What follows belongs to an exercise in optimizing a design on an open flow for small area, a short achievable clock period and few clock cycles; a production flow would make more cautious choices. In this exercise RTL edits were held to simulation tests only and were not proved equivalent to the original. No activity file was given, so power comes from the tool's default toggle rates.

`flow/design.v`:
```
module cfc_encoder (
    input  wire         fmt,       
    input  wire [31:0]  id,
    input  wire         rtr,
    input  wire [3:0]   dlc,
    input  wire [3:0]   len,       
    input  wire [63:0]  data,      
    output wire         wf,        
    output reg  [103:0] image,     
    output reg  [12:0]  written,   
    output wire [3:0]   nbytes     
);
    wire wf_id  = fmt ? (id[31:29] == 3'd0) : (id[31:11] == 21'd0);
    wire wf_dlc = (dlc <= 4'd8);
    wire wf_dat = rtr ? (len == 4'd0) : (len == dlc);
    assign wf = wf_id & wf_dlc & wf_dat;
    wire [3:0] dbase = fmt ? 4'd5 : 4'd3;
    wire [3:0] ndata = rtr ? 4'd0 : dlc;
    assign nbytes = dbase + ndata;
    integer k;
    always @(*) begin
        image   = 104'd0;
        written = 13'd0;
        image[7:0] = {fmt, rtr, 2'b00, dlc};
        if (fmt) begin
            image[15:8]  = id[28:21];
            image[23:16] = id[20:13];
            image[31:24] = id[12:5];
            image[39:32] = {id[4:0], 3'b000};
        end else begin
            image[15:8]  = id[10:3];
            image[23:16] = {id[2:0], 5'b00000};
        end
        for (k = 0; k < 8; k = k + 1)
            if (k < ndata)
                image[8*({28'd0, dbase}+k) +: 8] = data[8*k +: 8];
        for (k = 0; k < 13; k = k + 1)
            written[k] = (k < nbytes);
    end
endmodule
module cfc_decoder (
    input  wire [103:0] image,
    output wire         fmt,
    output wire [28:0]  id,
    output wire         rtr,
    output wire [3:0]   dlc,
    output reg  [63:0]  data
);
    wire [7:0] fi = image[7:0];
    wire [7:0] b1 = image[15:8];
    wire [7:0] b2 = image[23:16];
    wire [7:0] b3 = image[31:24];
    wire [7:0] b4 = image[39:32];
    assign fmt = fi[7];
    assign rtr = fi[6];
    assign dlc = (fi[3:0] > 4'd8) ? 4'd8 : fi[3:0];
    assign id  = fmt ? {b1, b2, b3, b4[7:3]} : {18'd0, b1, b2[7:5]};
    integer i;
    always @(*) begin
        for (i = 0; i < 8; i = i + 1)
            data[8*i +: 8] = fmt ? image[8*(5+i) +: 8] : image[8*(3+i) +: 8];
    end
endmodule
module cfc_image_len (
    input  wire [7:0] fi,
    output wire [3:0] nbytes
);
    wire [3:0] dlc = (fi[3:0] > 4'd8) ? 4'd8 : fi[3:0];
    wire [3:0] ndata = fi[6] ? 4'd0 : dlc;
    assign nbytes = (fi[7] ? 4'd5 : 4'd3) + ndata;
endmodule
module cfc_ecc_decode (
    input  wire [7:0] b,
    output wire [1:0] errc,    
    output wire       dir,     
    output wire [4:0] seg,     
    output reg  [4:0] name     
);
    assign errc = b[7:6];
    assign dir  = b[5];
    assign seg  = b[4:0];
    always @(*) begin
        case (b[4:0])
            5'h02: name = 5'd1;    
            5'h03: name = 5'd2;    
            5'h04: name = 5'd3;    
            5'h05: name = 5'd4;    
            5'h06: name = 5'd5;    
            5'h07: name = 5'd6;    
            5'h08: name = 5'd7;    
            5'h09: name = 5'd8;    
            5'h0A: name = 5'd9;    
            5'h0B: name = 5'd10;   
            5'h0C: name = 5'd11;   
            5'h0D: name = 5'd12;   
            5'h0E: name = 5'd13;   
            5'h0F: name = 5'd14;   
            5'h11: name = 5'd15;   
            5'h12: name = 5'd16;   
            5'h13: name = 5'd17;   
            5'h16: name = 5'd18;   
            5'h17: name = 5'd19;   
            5'h18: name = 5'd20;   
            5'h19: name = 5'd21;   
            5'h1A: name = 5'd22;   
            5'h1B: name = 5'd23;   
            5'h1C: name = 5'd24;   
            default: name = 5'd0;  
        endcase
    end
endmodule
module cfc_alc_decode (
    input  wire [7:0] b,
    output wire [4:0] bitno,
    output reg  [1:0] field,   
    output reg  [4:0] idbit    
);
    assign bitno = b[4:0];
    always @(*) begin
        field = 2'd0;
        idbit = 5'd0;
        if (bitno <= 5'd10) begin
            idbit = 5'd28 - bitno;
        end else if (bitno == 5'd11) begin
            field = 2'd1;
        end else if (bitno == 5'd12) begin
            field = 2'd2;
        end else if (bitno == 5'd31) begin
            field = 2'd3;
        end else begin
            idbit = 5'd30 - bitno;
        end
    end
endmodule
module cfc_classify (
    input  wire [7:0] sr,
    input  wire [7:0] ewlr,
    input  wire [7:0] rxerr,
    input  wire [7:0] txerr,
    output reg  [1:0] cls      
);
    localparam [7:0] PASSIVE_LIMIT = 8'd128;
    localparam [7:0] BUSOFF_TXERR  = 8'd255;
    always @(*) begin
        if (sr[7] || txerr >= BUSOFF_TXERR)
            cls = 2'd3;
        else if (rxerr >= PASSIVE_LIMIT || txerr >= PASSIVE_LIMIT)
            cls = 2'd2;
        else if (rxerr >= ewlr || txerr >= ewlr)
            cls = 2'd1;
        else
            cls = 2'd0;
    end
endmodule
module cfc (
    input  wire         clk,
    input  wire         rst,            
    input  wire         cmd_valid,
    output wire         cmd_ready,
    input  wire [7:0]   cmd_word,
    input  wire         cmd_fmt,        
    input  wire [31:0]  cmd_id,         
    input  wire         cmd_rtr,
    input  wire [3:0]   cmd_dlc,
    input  wire [3:0]   cmd_len,
    input  wire [63:0]  cmd_data,
    input  wire [7:0]   cmd_mode,       
    input  wire [103:0] cmd_image,      
    input  wire [7:0]   cmd_byte,       
    input  wire [31:0]  cmd_cls,        
    input  wire [7:0]   cmd_index,      
    output reg          rsp_valid,
    output reg  [3:0]   rsp_result,
    output reg          rsp_frame_some,
    output reg          rsp_fmt,
    output reg  [28:0]  rsp_id,
    output reg          rsp_rtr,
    output reg  [3:0]   rsp_dlc,
    output reg  [63:0]  rsp_data,
    output reg  [103:0] rsp_image,
    output reg  [12:0]  rsp_image_wr,
    output reg  [11:0]  rsp_status,
    output reg  [7:0]   rsp_mode,
    output reg          rsp_ecc_cap_some,
    output reg  [7:0]   rsp_ecc_cap,
    output reg          rsp_alc_cap_some,
    output reg  [7:0]   rsp_alc_cap,
    output reg  [1:0]   rsp_ecc_errc,
    output reg          rsp_ecc_dir,
    output reg  [4:0]   rsp_ecc_seg,
    output reg  [4:0]   rsp_ecc_name,
    output reg  [4:0]   rsp_alc_bitno,
    output reg  [1:0]   rsp_alc_field,
    output reg  [4:0]   rsp_alc_idbit,
    output reg  [1:0]   rsp_cls,
    output reg  [7:0]   rsp_byte,
    output reg          ev_valid,
    output reg  [1:0]   ev_kind,        
    output wire [11:0]  ev_status,
    output wire         ev_completed,
    output reg          cs,
    output reg          bus_req,
    output reg          bus_we,
    output reg  [6:0]   bus_addr,
    output reg  [7:0]   bus_wdata,
    input  wire         bus_ready,
    input  wire [7:0]   bus_rdata,
    input  wire         bus_noresp,
    output reg          reset_pulse
);
    localparam [3:0] OP_TRANSMIT    = 4'h1,
                     OP_TRANSMIT_SS = 4'h2,
                     OP_ABORT       = 4'h3,
                     OP_TRY_RECEIVE = 4'h4,
                     OP_HANDLE_INT  = 4'h5,
                     OP_SET_MODE    = 4'h6,
                     OP_ACK_EVENTS  = 4'h7,
                     OP_READ_STATUS = 4'h8,
                     OP_RESET       = 4'h9,
                     OP_ENCODE      = 4'hA,
                     OP_DECODE      = 4'hB,
                     OP_DECODE_ECC  = 4'hC,
                     OP_DECODE_ALC  = 4'hD,
                     OP_CLASSIFY    = 4'hE,
                     OP_TX_READBACK = 4'hF;
    localparam [3:0] R_OK              = 4'd0,
                     R_TRANSMIT_BUSY   = 4'd1,
                     R_DEV_NOT_RESP    = 4'd2,
                     R_BUS_OFF         = 4'd3,
                     R_NOT_OPERATING   = 4'd4,
                     R_INVALID_FRAME   = 4'd5,
                     R_ILLEGAL_COMMAND = 4'd6,
                     R_INVALID_OPERAND = 4'd7;
    localparam [1:0] CLS_ACTIVE = 2'd0, CLS_WARNING = 2'd1,
                     CLS_PASSIVE = 2'd2, CLS_BUS_OFF = 2'd3;
    localparam [1:0] EV_STATUS = 2'd0, EV_FRAME = 2'd1,
                     EV_TXDONE = 2'd2, EV_WAKE  = 2'd3;
    localparam [6:0] A_CMR = 7'd1, A_SR = 7'd2, A_IR = 7'd3, A_ALC = 7'd11,
                     A_ECC = 7'd12, A_EWLR = 7'd13, A_RXERR = 7'd14,
                     A_TXERR = 7'd15, A_BUF = 7'd16, A_RMC = 7'd29,
                     A_SHADOW = 7'd96;
    localparam [2:0] S_IDLE = 3'd0, S_EXEC = 3'd1, S_ACCESS = 3'd2,
                     S_EVENT = 3'd3, S_RESP = 3'd4;
    localparam [4:0] P_TX_BUF   = 5'd0,
                     P_TX_CMD   = 5'd1,
                     P_ABORT    = 5'd2,
                     P_READBACK = 5'd3,
                     P_RX_SR    = 5'd4,
                     P_RX_BUF   = 5'd5,
                     P_RX_RMC   = 5'd6,
                     P_RX_RRB   = 5'd7,
                     P_RX_CDO   = 5'd8,
                     P_HI_IR    = 5'd9,
                     P_HI_ECC   = 5'd10,
                     P_HI_ALC   = 5'd11,
                     P_HI_SR    = 5'd12,
                     P_HI_EWLR  = 5'd13,
                     P_HI_RXERR = 5'd14,
                     P_HI_TXERR = 5'd15,
                     P_HI_TI    = 5'd16;
    reg        initialized, msg_waiting, bus_on, tx_busy, err_warning;
    reg        data_overrun, err_passive, arb_lost, bus_error;
    reg [1:0]  bus_class;
    reg        mode_rm, mode_lom, mode_stm, mode_sm;
    reg        ecc_valid, alc_valid;
    reg [7:0]  ecc_cap, alc_cap;
    reg        dev_fault;
    wire [11:0] status_word = {dev_fault, bus_class, bus_error, arb_lost,
                               err_passive, data_overrun, err_warning,
                               tx_busy, bus_on, msg_waiting, initialized};
    wire [7:0]  mode_byte = {3'b000, mode_sm, 1'b0, mode_stm, mode_lom, mode_rm};
    reg [2:0]   state;
    reg [4:0]   phase;
    reg [3:0]   k;              
    reg [3:0]   rx_nbytes;
    reg [7:0]   op_word;
    reg         op_fmt, op_rtr;
    reg [31:0]  op_id;
    reg [3:0]   op_dlc, op_len;
    reg [63:0]  op_data;
    reg [7:0]   op_mode, op_byte, op_index;
    reg [31:0]  op_cls;
    reg [103:0] op_image;       
    reg [10:0]  snap;           
    reg [7:0]   ir_q, sr_q, ewlr_q, rxerr_q, rmc_q;
    reg         done_bit;
    reg         ev_frame_pend, ev_done_pend, ev_wake_pend, status_sent;
    reg         frame_ok;
    wire [3:0] op = op_word[3:0];
    wire       op_legal = (op_word[7:4] == 4'h0) && (op_word[3:0] != 4'h0);
    assign cmd_ready = (state == S_IDLE);
    wire         enc_wf;
    wire [103:0] enc_image;
    wire [12:0]  enc_written;
    wire [3:0]   enc_nbytes;
    cfc_encoder u_enc (
        .fmt(op_fmt), .id(op_id), .rtr(op_rtr), .dlc(op_dlc), .len(op_len),
        .data(op_data), .wf(enc_wf), .image(enc_image),
        .written(enc_written), .nbytes(enc_nbytes)
    );
    wire        dec_fmt, dec_rtr;
    wire [28:0] dec_id;
    wire [3:0]  dec_dlc;
    wire [63:0] dec_data;
    cfc_decoder u_dec (
        .image(op_image), .fmt(dec_fmt), .id(dec_id), .rtr(dec_rtr),
        .dlc(dec_dlc), .data(dec_data)
    );
    wire [3:0] rd_nbytes;
    cfc_image_len u_len (.fi(bus_rdata), .nbytes(rd_nbytes));
    wire [1:0] ecc_errc;
    wire       ecc_dir;
    wire [4:0] ecc_seg, ecc_name;
    cfc_ecc_decode u_ecc (
        .b(op_byte), .errc(ecc_errc), .dir(ecc_dir), .seg(ecc_seg), .name(ecc_name)
    );
    wire [4:0] alc_bitno, alc_idbit;
    wire [1:0] alc_field;
    cfc_alc_decode u_alc (
        .b(op_byte), .bitno(alc_bitno), .field(alc_field), .idbit(alc_idbit)
    );
    wire [1:0] cmd_class;
    cfc_classify u_cls_cmd (
        .sr(op_cls[7:0]), .ewlr(op_cls[15:8]), .rxerr(op_cls[23:16]),
        .txerr(op_cls[31:24]), .cls(cmd_class)
    );
    wire [1:0] int_class;
    cfc_classify u_cls_int (
        .sr(sr_q), .ewlr(ewlr_q), .rxerr(rxerr_q), .txerr(bus_rdata),
        .cls(int_class)
    );
    always @(*) begin
        bus_req   = (state == S_ACCESS);
        bus_we    = 1'b0;
        bus_addr  = 7'd0;
        bus_wdata = 8'd0;
        case (phase)
            P_TX_BUF: begin
                bus_we    = 1'b1;
                bus_addr  = A_BUF + {3'd0, k};
                bus_wdata = enc_image[8*k +: 8];
            end
            P_TX_CMD: begin
                bus_we   = 1'b1;
                bus_addr = A_CMR;
                if (op == OP_TRANSMIT_SS)
                    bus_wdata = mode_stm ? 8'h12 : 8'h03;
                else
                    bus_wdata = mode_stm ? 8'h10 : 8'h01;
            end
            P_ABORT:    begin bus_we = 1'b1; bus_addr = A_CMR; bus_wdata = 8'h02; end
            P_READBACK: bus_addr = A_SHADOW + op_index[6:0];
            P_RX_SR:    bus_addr = A_SR;
            P_RX_BUF:   bus_addr = A_BUF + {3'd0, k};
            P_RX_RMC:   bus_addr = A_RMC;
            P_RX_RRB:   begin bus_we = 1'b1; bus_addr = A_CMR; bus_wdata = 8'h04; end
            P_RX_CDO:   begin bus_we = 1'b1; bus_addr = A_CMR; bus_wdata = 8'h08; end
            P_HI_IR:    bus_addr = A_IR;
            P_HI_ECC:   bus_addr = A_ECC;
            P_HI_ALC:   bus_addr = A_ALC;
            P_HI_SR:    bus_addr = A_SR;
            P_HI_EWLR:  bus_addr = A_EWLR;
            P_HI_RXERR: bus_addr = A_RXERR;
            P_HI_TXERR: bus_addr = A_TXERR;
            P_HI_TI:    bus_addr = A_SR;
            default:    bus_addr = 7'd0;
        endcase
    end
    wire access_done = (state == S_ACCESS) && bus_ready;
    always @(*) begin
        ev_valid = 1'b0;
        ev_kind  = EV_STATUS;
        if (state == S_EVENT) begin
            if (ev_done_pend) begin
                ev_valid = 1'b1; ev_kind = EV_TXDONE;
            end else if (ev_wake_pend) begin
                ev_valid = 1'b1; ev_kind = EV_WAKE;
            end else if (ev_frame_pend) begin
                ev_valid = 1'b1; ev_kind = EV_FRAME;
            end else if (status_changed && !status_sent) begin
                ev_valid = 1'b1; ev_kind = EV_STATUS;
            end
        end
    end
    assign ev_status    = status_word;
    assign ev_completed = done_bit;
    wire status_changed = (status_word[10:0] != snap);
    task automatic clear_state;
        begin
            initialized  <= 1'b0;
            msg_waiting  <= 1'b0;
            bus_on       <= 1'b0;
            tx_busy      <= 1'b0;
            err_warning  <= 1'b0;
            data_overrun <= 1'b0;
            err_passive  <= 1'b0;
            arb_lost     <= 1'b0;
            bus_error    <= 1'b0;
            bus_class    <= CLS_ACTIVE;
            mode_rm      <= 1'b1;
            mode_lom     <= 1'b0;
            mode_stm     <= 1'b0;
            mode_sm      <= 1'b0;
            ecc_valid    <= 1'b0;
            alc_valid    <= 1'b0;
            dev_fault    <= 1'b0;
        end
    endtask
    task automatic end_access;
        begin
            cs    <= 1'b0;
            state <= S_EVENT;
        end
    endtask
    wire hi_cls_needed = ir_q[5] | ir_q[2];
    always @(posedge clk) begin
        rsp_valid   <= 1'b0;
        reset_pulse <= 1'b0;
        if (rst) begin
            clear_state;
            state          <= S_IDLE;
            phase          <= P_TX_BUF;
            cs             <= 1'b0;
            k              <= 4'd0;
            ev_frame_pend  <= 1'b0;
            ev_done_pend   <= 1'b0;
            ev_wake_pend   <= 1'b0;
            status_sent    <= 1'b0;
            done_bit       <= 1'b0;
        end else begin
            case (state)
            S_IDLE: begin
                if (cmd_valid) begin
                    op_word  <= cmd_word;
                    op_fmt   <= cmd_fmt;
                    op_id    <= cmd_id;
                    op_rtr   <= cmd_rtr;
                    op_dlc   <= cmd_dlc;
                    op_len   <= cmd_len;
                    op_data  <= cmd_data;
                    op_mode  <= cmd_mode;
                    op_image <= cmd_image;
                    op_byte  <= cmd_byte;
                    op_cls   <= cmd_cls;
                    op_index <= cmd_index;
                    snap     <= status_word[10:0];
                    state    <= S_EXEC;
                end
            end
            S_EXEC: begin
                rsp_result     <= R_OK;
                rsp_frame_some <= 1'b0;
                ev_frame_pend  <= 1'b0;
                ev_done_pend   <= 1'b0;
                ev_wake_pend   <= 1'b0;
                status_sent    <= 1'b0;
                frame_ok       <= 1'b0;
                k              <= 4'd0;
                state          <= S_RESP;
                if (!op_legal) begin
                    rsp_result <= R_ILLEGAL_COMMAND;
                end else begin
                    case (op)
                    OP_TRANSMIT, OP_TRANSMIT_SS: begin
                        if (dev_fault)
                            rsp_result <= R_DEV_NOT_RESP;
                        else if (!enc_wf)
                            rsp_result <= R_INVALID_FRAME;
                        else if (bus_class == CLS_BUS_OFF)
                            rsp_result <= R_BUS_OFF;
                        else if (mode_rm || mode_lom || mode_sm)
                            rsp_result <= R_NOT_OPERATING;
                        else if (tx_busy)
                            rsp_result <= R_TRANSMIT_BUSY;
                        else begin
                            cs    <= 1'b1;
                            phase <= P_TX_BUF;
                            state <= S_ACCESS;
                        end
                    end
                    OP_ABORT: begin
                        if (dev_fault)
                            rsp_result <= R_DEV_NOT_RESP;
                        else if (tx_busy) begin
                            cs    <= 1'b1;
                            phase <= P_ABORT;
                            state <= S_ACCESS;
                        end
                    end
                    OP_TRY_RECEIVE: begin
                        if (dev_fault)
                            rsp_result <= R_DEV_NOT_RESP;
                        else if (mode_rm)
                            rsp_result <= R_NOT_OPERATING;
                        else begin
                            cs    <= 1'b1;
                            phase <= P_RX_SR;
                            state <= S_ACCESS;
                        end
                    end
                    OP_HANDLE_INT: begin
                        if (dev_fault)
                            rsp_result <= R_DEV_NOT_RESP;
                        else begin
                            cs    <= 1'b1;
                            phase <= P_HI_IR;
                            state <= S_ACCESS;
                        end
                    end
                    OP_SET_MODE: begin
                        if (dev_fault)
                            rsp_result <= R_DEV_NOT_RESP;
                        else if (op_mode[7:5] != 3'b000)
                            rsp_result <= R_INVALID_OPERAND;
                        else begin
                            mode_rm  <= op_mode[0];
                            mode_lom <= op_mode[1];
                            mode_stm <= op_mode[2];
                            mode_sm  <= op_mode[4];
                            tx_busy  <= 1'b0;
                            if (!op_mode[0]) begin
                                initialized <= 1'b1;
                                bus_on      <= 1'b1;
                                if (bus_class == CLS_BUS_OFF)
                                    bus_class <= CLS_ACTIVE;
                            end else begin
                                bus_on <= 1'b0;
                            end
                            state <= S_EVENT;
                        end
                    end
                    OP_ACK_EVENTS: begin
                        arb_lost  <= 1'b0;
                        bus_error <= 1'b0;
                        state     <= S_EVENT;
                    end
                    OP_READ_STATUS: begin
                        rsp_status       <= status_word;
                        rsp_mode         <= mode_byte;
                        rsp_ecc_cap_some <= ecc_valid;
                        rsp_ecc_cap      <= ecc_cap;
                        rsp_alc_cap_some <= alc_valid;
                        rsp_alc_cap      <= alc_cap;
                    end
                    OP_RESET: begin
                        reset_pulse <= 1'b1;
                        clear_state;
                    end
                    OP_ENCODE: begin
                        if (!enc_wf)
                            rsp_result <= R_INVALID_FRAME;
                        else begin
                            rsp_image    <= enc_image;
                            rsp_image_wr <= enc_written;
                        end
                    end
                    OP_DECODE: begin
                        rsp_frame_some <= 1'b1;
                        rsp_fmt        <= dec_fmt;
                        rsp_id         <= dec_id;
                        rsp_rtr        <= dec_rtr;
                        rsp_dlc        <= dec_dlc;
                        rsp_data       <= dec_data;
                    end
                    OP_DECODE_ECC: begin
                        rsp_ecc_errc <= ecc_errc;
                        rsp_ecc_dir  <= ecc_dir;
                        rsp_ecc_seg  <= ecc_seg;
                        rsp_ecc_name <= ecc_name;
                    end
                    OP_DECODE_ALC: begin
                        rsp_alc_bitno <= alc_bitno;
                        rsp_alc_field <= alc_field;
                        rsp_alc_idbit <= alc_idbit;
                    end
                    OP_CLASSIFY: begin
                        rsp_cls <= cmd_class;
                    end
                    OP_TX_READBACK: begin
                        if (dev_fault)
                            rsp_result <= R_DEV_NOT_RESP;
                        else if (op_index > 8'd12)
                            rsp_result <= R_INVALID_OPERAND;
                        else begin
                            cs    <= 1'b1;
                            phase <= P_READBACK;
                            state <= S_ACCESS;
                        end
                    end
                    default: rsp_result <= R_ILLEGAL_COMMAND;
                    endcase
                end
            end
            S_ACCESS: begin
                if (access_done && bus_noresp) begin
                    dev_fault     <= 1'b1;
                    rsp_result    <= R_DEV_NOT_RESP;
                    ev_frame_pend <= 1'b0;
                    ev_done_pend  <= 1'b0;
                    ev_wake_pend  <= 1'b0;
                    frame_ok      <= 1'b0;
                    end_access;
                end else if (access_done) begin
                    case (phase)
                    P_TX_BUF: begin
                        if (k == enc_nbytes - 4'd1) begin
                            tx_busy <= 1'b1;
                            phase   <= P_TX_CMD;
                        end else begin
                            k <= k + 4'd1;
                        end
                    end
                    P_TX_CMD: end_access;
                    P_ABORT:  end_access;
                    P_READBACK: begin
                        rsp_byte <= bus_rdata;
                        end_access;
                    end
                    P_RX_SR: begin
                        if (!bus_rdata[0]) begin
                            msg_waiting <= 1'b0;
                            end_access;
                        end else begin
                            k     <= 4'd0;
                            phase <= P_RX_BUF;
                        end
                    end
                    P_RX_BUF: begin
                        op_image[8*k +: 8] <= bus_rdata;
                        if (k == 4'd0)
                            rx_nbytes <= rd_nbytes;
                        if (k != 4'd0 && k == rx_nbytes - 4'd1)
                            phase <= P_RX_RMC;
                        else
                            k <= k + 4'd1;
                    end
                    P_RX_RMC: begin
                        rmc_q <= bus_rdata;
                        phase <= P_RX_RRB;
                    end
                    P_RX_RRB: begin
                        msg_waiting   <= (rmc_q[4:0] > 5'd1);
                        frame_ok      <= 1'b1;
                        ev_frame_pend <= 1'b1;
                        if (data_overrun)
                            phase <= P_RX_CDO;
                        else
                            end_access;
                    end
                    P_RX_CDO: begin
                        data_overrun <= 1'b0;
                        end_access;
                    end
                    P_HI_IR: begin
                        ir_q <= bus_rdata;
                        ev_wake_pend <= bus_rdata[4];
                        if (bus_rdata[3])
                            data_overrun <= 1'b1;
                        if (bus_rdata[7]) begin
                            bus_error <= 1'b1;
                            phase     <= P_HI_ECC;
                        end else if (bus_rdata[6]) begin
                            arb_lost <= 1'b1;
                            phase    <= P_HI_ALC;
                        end else if (bus_rdata[5] | bus_rdata[2]) begin
                            phase <= P_HI_SR;
                        end else begin
                            if (bus_rdata[0])
                                msg_waiting <= 1'b1;
                            if (bus_rdata[1])
                                phase <= P_HI_TI;
                            else
                                end_access;
                        end
                    end
                    P_HI_ECC: begin
                        ecc_cap   <= bus_rdata;
                        ecc_valid <= 1'b1;
                        if (ir_q[6]) begin
                            arb_lost <= 1'b1;
                            phase    <= P_HI_ALC;
                        end else if (hi_cls_needed) begin
                            phase <= P_HI_SR;
                        end else begin
                            if (ir_q[0])
                                msg_waiting <= 1'b1;
                            if (ir_q[1])
                                phase <= P_HI_TI;
                            else
                                end_access;
                        end
                    end
                    P_HI_ALC: begin
                        alc_cap   <= bus_rdata;
                        alc_valid <= 1'b1;
                        if (hi_cls_needed) begin
                            phase <= P_HI_SR;
                        end else begin
                            if (ir_q[0])
                                msg_waiting <= 1'b1;
                            if (ir_q[1])
                                phase <= P_HI_TI;
                            else
                                end_access;
                        end
                    end
                    P_HI_SR:    begin sr_q    <= bus_rdata; phase <= P_HI_EWLR;  end
                    P_HI_EWLR:  begin ewlr_q  <= bus_rdata; phase <= P_HI_RXERR; end
                    P_HI_RXERR: begin rxerr_q <= bus_rdata; phase <= P_HI_TXERR; end
                    P_HI_TXERR: begin
                        if (int_class == CLS_BUS_OFF) begin
                            bus_class   <= CLS_BUS_OFF;
                            bus_on      <= 1'b0;
                            err_warning <= 1'b0;
                            err_passive <= 1'b0;
                            mode_rm     <= 1'b1;
                        end else if (bus_class != CLS_BUS_OFF) begin
                            bus_class   <= int_class;
                            err_warning <= (int_class == CLS_WARNING);
                            err_passive <= (int_class == CLS_PASSIVE);
                        end
                        if (ir_q[0])
                            msg_waiting <= 1'b1;
                        if (ir_q[1])
                            phase <= P_HI_TI;
                        else
                            end_access;
                    end
                    P_HI_TI: begin
                        tx_busy      <= 1'b0;
                        done_bit     <= bus_rdata[3];
                        ev_done_pend <= 1'b1;
                        end_access;
                    end
                    default: end_access;
                    endcase
                end
            end
            S_EVENT: begin
                if (ev_done_pend)
                    ev_done_pend <= 1'b0;
                else if (ev_wake_pend)
                    ev_wake_pend <= 1'b0;
                else if (ev_frame_pend)
                    ev_frame_pend <= 1'b0;
                else if (status_changed && !status_sent)
                    status_sent <= 1'b1;
                else
                    state <= S_RESP;
            end
            S_RESP: begin
                if (frame_ok) begin
                    rsp_frame_some <= 1'b1;
                    rsp_fmt        <= dec_fmt;
                    rsp_id         <= dec_id;
                    rsp_rtr        <= dec_rtr;
                    rsp_dlc        <= dec_dlc;
                    rsp_data       <= dec_data;
                end
                rsp_valid <= 1'b1;
                state     <= S_IDLE;
            end
            default: state <= S_IDLE;
            endcase
        end
    end
endmodule
```
`flow/run.sh`:
```
#!/bin/bash
# synth_recipe.tcl (not shown) runs the flow's synth.tcl, then flattens the netlist and writes it again
# the make line also repeats each setting of config.mk as NAME=value (left out here)
make -C /OpenROAD-flow-scripts/flow DESIGN_CONFIG=/design/flow/config.mk WORK_HOME=/design/flow/orfs CLKGATE_MAP_FILE= SYNTH_SCRIPT=/design/flow/synth_recipe.tcl finish
```
`flow/config.mk`:
```
export PLATFORM = sky130hd
export DESIGN_NAME = cfc
export DESIGN_NICKNAME = cfc
export VERILOG_FILES = /design/flow/design.v
export SDC_FILE = /design/flow/constraint.sdc
export NUM_CORES = 4
export LEC_CHECK = 0
export CAP_MARGIN = 20
export CORE_MARGIN = 2
export CORE_UTILIZATION = 40
export SLEW_MARGIN = 20
```
`flow/constraint.sdc`:
```
create_clock -name core_clock -period 8.0 [get_ports {clk}]
set_input_delay 1.6000 -clock core_clock [delete_from_list [all_inputs] [get_ports {clk}]]
set_output_delay 1.6000 -clock core_clock [all_outputs]
set_load 0.01 [all_outputs]
```
==> results_dict.tcl <==
set metrics [dict create \
    outcome "complete, no violations" \
    cts_sinks 647 \
    clk_latency_ps 610 \
    combPwrFrac_pct 22.7 \
    hold_class "reg2reg" \
    async_flop_share_pct 0 \
    min-delay-start "alc_cap[3]" \
    syn2layout_area_growth_pct 31.48 \
    power.density_mw_per_mm2 264.1 \
    whs_endpoint "rsp_alc_cap[3]" \
    seq_area_frac_synth_pct 65.06 \
    drt_iter0_markers 2272 \
    clock_path_buffers 3 \
    grt_max_degree 93 \
    hold_viol 0 \
    h-tree-depth 3 \
    boundaryPins 618 \
    drc 0 \
    slew_viol_final 0 \
    critPathKind "reg2out" \
    yosys-top-cells-count "edfxtp_1, nor2_1, nand2_1" \
    skew_ps 21.37 \
    p_int_w 0.007120 \
    cts_buffers 73 \
    route.antenna.remaining_nets 0 \
    cts-resized-gates 0 \
    yosys_register_bits 647 \
    groute.usage.overall_pct 26.14 \
    firstDrtPassIters 6 \
    layout_min_cycle_time_ps 5844 \
    rsz0062_at_grt "no" \
    startpoint_type "flip-flop" \
    drt_wl_total_um 101800 \
    clockRootBuffer "clkbuf_16" \
    post_cts_buffers 0 \
    clkPwrFrac_pct 32.0 \
    cp.arrival_ps 4240 \
    whs_path_depth 0 \
    setup_viol 0 \
    post_dp_cell_area_mm2 0.03616 \
    dpl_worst_slack_ps 2908 \
    ir_drop_mv 0.1723 \
    r2r_end "op_image[103]" \
    start_util_pct 40.26 \
    die_y_um 274.5 \
    critPathMaxFanout 24 \
    io_buffers 600 \
    coreArea_mm2 0.07271 \
    nets 3155 \
    max_slew.worst_pin.slew_ps 1215 \
    dpl.cell_count 3695 \
    synth_edf_count 609 \
    relSlewSlack_pct 18.31 \
    syn-mean-instance-area_um2 13.08 \
    yosys.area.top_type "edfxtp_1" \
    die_area_mm2 0.07537 \
    drv_cap 0 \
    required_ps 6400 \
    die_width_um 274.5 \
    grt-ovfl-total 0 \
    fillers 6165 \
    power.switching_w 0.003046 \
    fin_ws_ps 2156 \
    final_cells 3835 \
    gp_congestion 0.9191 \
    cts_tree "done" \
    grt_pass1_vias 21420 \
    worstSetupEndpointType "output port" \
    place_hpwl_um 73780 \
    layout-drive-gt1-share_pct 9.878 \
    stdcell_area_mm2 0.03849 \
    rows 99 \
    finalCritPeriodShare_pct 73.05 \
    grt_pass1_wl_um 144500 \
    p_seq_share_pct 45.3 \
    vias 21900 \
    synth.distinct_cells 99 \
    synth_top_area_share_pct 62.46 \
    synth_cells 2239 \
    fin_setup_tns_ps 0 \
    synth_area_leaders "edfxtp_1, mux2_2, nor2_1" \
    synthFlopType "edfxtp_1" \
    routed_via_density 5.711 \
    yosys_warnings 6 \
    r2r-start "k[3]" \
    r2r_setup_slack_ps 3780 \
    wire_per_inst_um 26.54 \
    synth_most_common_cell "edfxtp_1" \
    p_leak_nw 13.33 \
    holdBufCountCts 0 \
    fmax_mhz 171.1 \
    synth_area_mm2 0.02928 \
    antenna_found_initial 18 \
    ff2ff_path_depth 6 \
    swShare_pct 29.96 \
    path_clk_slew_ps 60 \
]
metrics by stage:
stage          power, W  utilization [%]  hold WS (ps)
4_1_cts         0.01021            52.85         417.2
5_1_grt         0.01057            52.94         423.7
3_3_place_gp   0.006904            49.73         400.8
2_1_floorplan  0.005975                -         400.3
6_report        0.01017            52.94         415.0
3_5_place_dp   0.006953            49.74         404.5
power groups by stage:
stage	logic (W)	clock network [W]	registers [W]
after floorplan	0.00136	0	0.00462
after global placement	0.00224	0	0.00466
after detailed placement	0.00228	0	0.00467
after CTS	0.00229	0.00331	0.00460
after global routing	0.00250	0.00343	0.00464
final	0.00231	0.00325	0.00461
final cells by class:
| class | instances | area [µm²] | share of cell area (%) |
|---|---|---|---|
| Tap cell | 959 | 1200 | 3.117 |
| Sequential cell | 647 | 19050 | 49.49 |
| Antenna cell | 11 | 27.53 | 0.07151 |
| Inverter | 56 | 210.2 | 0.5461 |
| Multi-Input combinational cell | 1396 | 9430 | 24.50 |
| Timing Repair Buffer | 638 | 6315 | 16.40 |
| Clock buffer | 89 | 1887 | 4.902 |
| Clock inverter | 39 | 374.1 | 0.9719 |
state kept, by name (all words and copies together), names as in the netlist, 7 cells and up:
signal	cells
op_byte	8
op_word	8
rsp_byte	8
op_cls	25
op_id	32
rsp_image_wr	13
snap	11
op_index	8
ewlr_q	8
rsp_id	29
ecc_cap	8
rsp_ecc_cap	8
rsp_alc_cap	8
op_mode	7
rxerr_q	8
op_data	64
alc_cap	8
rsp_data	64
rsp_image	102
op_image	102
rsp_status	12
layout by cell type (no fill, tap or decap), types with 14 or more instances in the layout:
| master | Yosys | routed |
|---|---|---|
| edfxtp_1 | 609 | 609 |
| clkdlybuf4s50_1 | 0 | 600 |
| nor2_1 | 239 | 235 |
| nand2_1 | 158 | 158 |
| o21ai_0 | 107 | 107 |
| mux2_2 | 88 | 88 |
| a21oi_1 | 79 | 79 |
| clkbuf_16 | 0 | 73 |
| a221oi_1 | 57 | 57 |
| ha_1 | 54 | 54 |
| inv_1 | 51 | 51 |
| a22o_1 | 47 | 47 |
| and2_1 | 44 | 44 |
| nor3_1 | 45 | 43 |
| mux2i_1 | 40 | 40 |
| dfxtp_1 | 38 | 36 |
| buf_4 | 17 | 36 |
| nor2b_1 | 33 | 33 |
| a32oi_1 | 27 | 27 |
| nand3_1 | 27 | 27 |
| nand2b_1 | 23 | 23 |
| xnor2_1 | 23 | 23 |
| and3_1 | 21 | 20 |
| clkbuf_1 | 92 | 16 |
| clkinv_1 | 5 | 15 |
| a211oi_1 | 15 | 15 |
| a31oi_1 | 14 | 14 |
| nor4_1 | 15 | 14 |
cell families after synthesis:
| group | Yosys count | synth area share (%) |
|---|---|---|
| buffers and inverters | 202 | 2.992 |
| AO/OA/AOI/OAI | 489 | 11.85 |
| other | 1 | 0.01281 |
| flip-flops | 647 | 65.06 |
| adder cells (fa/ha/maj) | 57 | 2.479 |
| AND/OR/NAND/NOR | 677 | 11.27 |
| XOR/XNOR | 28 | 0.8376 |
| multiplexers | 138 | 5.496 |
critical path: stages (launching register included):
cell	delay (ps)
edfxtp_1	1010
inv_1	420
a21oi_1	560
a22o_1	270
mux4_2	290
a221oi_1	100
o22ai_1	340
clkdlybuf4s50_1	650
per-layer routing:
metal / vias up / share of wire [%] / wire (µm) / GRT usage [%]
met5: - / 0.074 / 75 / 0
met4: 12 / 3.9 / 3923 / 10.86
met3: 195 / 8.3 / 8468 / 5.970
met2: 1084 / 48 / 49310 / 43.23
met1: 10880 / 39 / 40000 / 33.15
li1: 9731 / - / - / -
worst max path at each step:
stage,startpoint,end,slack (ps)
after floorplan,rst,rsp_image[0],330
after global placement,op_dlc[3],bus_wdata[0],2880
after detailed placement,op_dlc[3],bus_wdata[2],2910
after CTS,op_dlc[3],bus_wdata[0],2220
after global routing,op_dlc[3],bus_wdata[2],1950
final,op_dlc[3],bus_wdata[0],2160
Testbench counts, summed over its fixed seeds: cycles 160,065.

port drivers added, routing unchanged:
How much do the figures lean on ideal ports? The routed layout below was timed once more, with nothing changed but the port constraints.
Step 1: set_driving_cell puts a clkbuf_16 on clk and a buf_2 on each other input, an assumption about the parent block.
Step 2 moves the port delays by t, midway between the first and last clock arrival at a register: inputs arrive t later, outputs are due t later. That takes back most of the time a late clock gives input paths.
Three values: ideal ports, drivers, drivers and shift; two values: the first two.
shift t [ns]: 0.659
setup slack, ns: 2.156 / 2.094 / 2.753
worst setup path after step 2: register to output
slew at the worst register clock pin (ns): 0.07 / 0.07
worst slew at a driven data input, ns: 0.18
After both steps setup and hold are still met in this run. The setup slack of this run moves by -0.062 ns with the drivers and by +0.597 ns with both steps.
